From an optimization exercise on the open Yosys and OpenROAD flow, aimed at small area; shortcuts taken in it are not production practice.
Only simulation tests tie the RTL to the original design; equivalence was not proved.
Power is estimated from default activity; no workload was simulated.

Setup of the reference run:
Design ouman_reader, start of the top module:
module ouman_reader (
    input  wire        clk,
    input  wire        rst_n,         
    input  wire        tick,          
    input  wire        start,
    input  wire [7:0]  start_id,
    output wire        busy,
    output wire        done,
    output wire [7:0]  tx_data,
    output wire        tx_valid,
    input  wire        tx_ready,
    input  wire        rx_valid,
    input  wire [7:0]  rx_data,
    output reg         rx_ovr,
    input  wire        ovr_clr,
    output wire [2:0]  err,
    output wire [2:0]  rtype,
    output wire [7:0]  crcv,
    output wire [8:0]  res_len,
    output reg  [31:0] field0,
    output reg  [31:0] field1,
    output reg  [31:0] field2,
    output reg  [31:0] field3,
    output reg  [31:0] field4,
    output reg  [31:0] field5,
    input  wire [7:0]  raw_off,
    output wire        raw_valid,
    output wire [7:0]  raw_value
);
For scale: roughly 4100 cells after synthesis, about 2100 flip-flops, about 78000 µm² of cells after synthesis.
clock: 10.0 ns
lec_check: 0
cap_margin: 10
core_margin: 2
core_utilization: 50
gpl_timing_driven: 0
place_density: 0.8
slew_margin: 10
synth_hierarchical: 1
standard.sh (not shown) runs the stock make flow with config.mk's settings and CLKGATE_MAP_FILE= SYNTH_SCRIPT=/design/flow/synth_recipe.tcl, a recipe that flattens the netlist after the stock synthesis.
==> flow/flow/run.sh <==
#!/bin/bash
# Standard ORFS layout (standard.sh), with these options changed:
#  - port buffers use the smallest buffer cell;
#  - clock tree: larger sink clusters and no dummy balancing loads.
set -euo pipefail
export REMOVE_ABC_BUFFERS=1
export BUFFER_PORTS_ARGS="-buffer_cell sky130_fd_sc_hd__buf_1"
export CTS_ARGS="-sink_clustering_enable -repair_clock_nets -dont_use_dummy_load -sink_clustering_buffer sky130_fd_sc_hd__clkbuf_8 -sink_clustering_size 18 -sink_clustering_max_diameter 50"
bash standard.sh > flow_make.log 2>&1
The inputs of the trial run differ from those of the reference run as listed below.
--- a/flow/design.v
+++ b/flow/design.v
@@ -169,35 +169,29 @@
                 default: state <= S_DONE;
             endcase
         end
     end
     wire [8:0] cnt_m5 = cnt - 9'd5;
     wire [7:0] addr   = st_rx ? cnt_m5[7:0] : raw_off;
     wire [255:0] rsel;
     wire [15:0]  hi_n, lo_n;
     wire [7:0]   rd_or;
-    wire [7:0]   wd [0:3];
-    genvar gq;
-    generate
-        for (gq = 0; gq < 4; gq = gq + 1) begin : g_wd
-            ouman_mux2x8 u_wd (.s(st_rx), .a(rd_or), .b(rx_b), .y(wd[gq]));
-        end
-    endgenerate
+    wire [7:0]   wd = st_rx ? rx_b : rd_or;
     ouman_predec u_predec (.a(addr), .hi_n(hi_n), .lo_n(lo_n));
     reg  [2047:0] mem;     
     genvar gi, gb;
     generate
         for (gi = 0; gi < 256; gi = gi + 1) begin : g_slot
             if (gi < 254) begin : g_used
                 ouman_nor2 u_rsel (.a(hi_n[gi/16]), .b(lo_n[gi%16]), .y(rsel[gi]));
                 always @(posedge clk) begin
                     if (rsel[gi])
-                        mem[8*gi +: 8] <= wd[gi/64];
+                        mem[8*gi +: 8] <= wd;
                 end
             end else begin : g_unused
                 assign rsel[gi] = 1'b0;
             end
         end
     endgenerate
     wire [7:0] rd_n;
     generate
         for (gb = 0; gb < 8; gb = gb + 1) begin : g_rbit
@@ -326,12 +320,9 @@
 module ouman_or4 (input wire a, b, c, d, output wire y);
     assign y = a || b || c || d;
 endmodule
 module ouman_or3 (input wire a, b, c, output wire y);
     assign y = a || b || c;
 endmodule
 module ouman_nor2 (input wire a, b, output wire y);
     assign y = !(a || b);
 endmodule
-module ouman_mux2x8 (input wire s, input wire [7:0] a, input wire [7:0] b, output wire [7:0] y);
-    assign y = s ? b : a;
-endmodule
Findings:
Design area: the trial run vs the reference run up 1.2%
In the trial run, the clock-buffer cell count came out 8 above the value in the reference run.
Core utilization: the trial run vs the reference run up 1.1 points
Diff the trial run and the reference run: power dissipated by switching net loads lower in the reference run
The higher final routed wirelength across all metal layers came out of the reference run.
Period utilization: the trial run and the reference run compared, higher one is the reference run
Cell type of the slowest stage on the worst timing path: o21ai_2 -> the reference run, nand4b_1 -> the trial run
Compared the trial run vs the reference run, and number of instances in the synthesized netlist is down in the trial run.
The trial run vs the reference run: area inside the core boundary down slightly

-- what the ideal ports hide --
The flow's constraints put no driver on any port. The routed layouts listed below were extracted and timed again, unchanged, in two steps. Step 1 (the two cells are an assumption about what drives the block):
set clk [get_ports {clk}]
set_driving_cell -lib_cell sky130_fd_sc_hd__clkbuf_16 $clk
set_driving_cell -lib_cell sky130_fd_sc_hd__buf_2 [delete_from_list [all_inputs] $clk]
Step 2 adds t to the input delays and takes it off the output delays; t is the mean of the earliest and latest rising clock arrival at the registers after step 1. Input paths then give back, and output paths get back, about the clock's delay inside the block. Slacks: no drivers / after step 1 / after step 2; pairs: no drivers / after step 1.
| run | shift t [ns] | setup slack, ns | worst setup path at the end | worst data-port slew with drivers (ns) |
|---|---|---|---|---|
| the reference run | 0.806 | 0.235 / 0.158 / 0.552 | input to output | 0.18 |
| the trial run | 0.818 | 0.418 / 0.342 / 0.859 | input to output | 0.18 |
After both steps setup and hold are still met in every run listed.
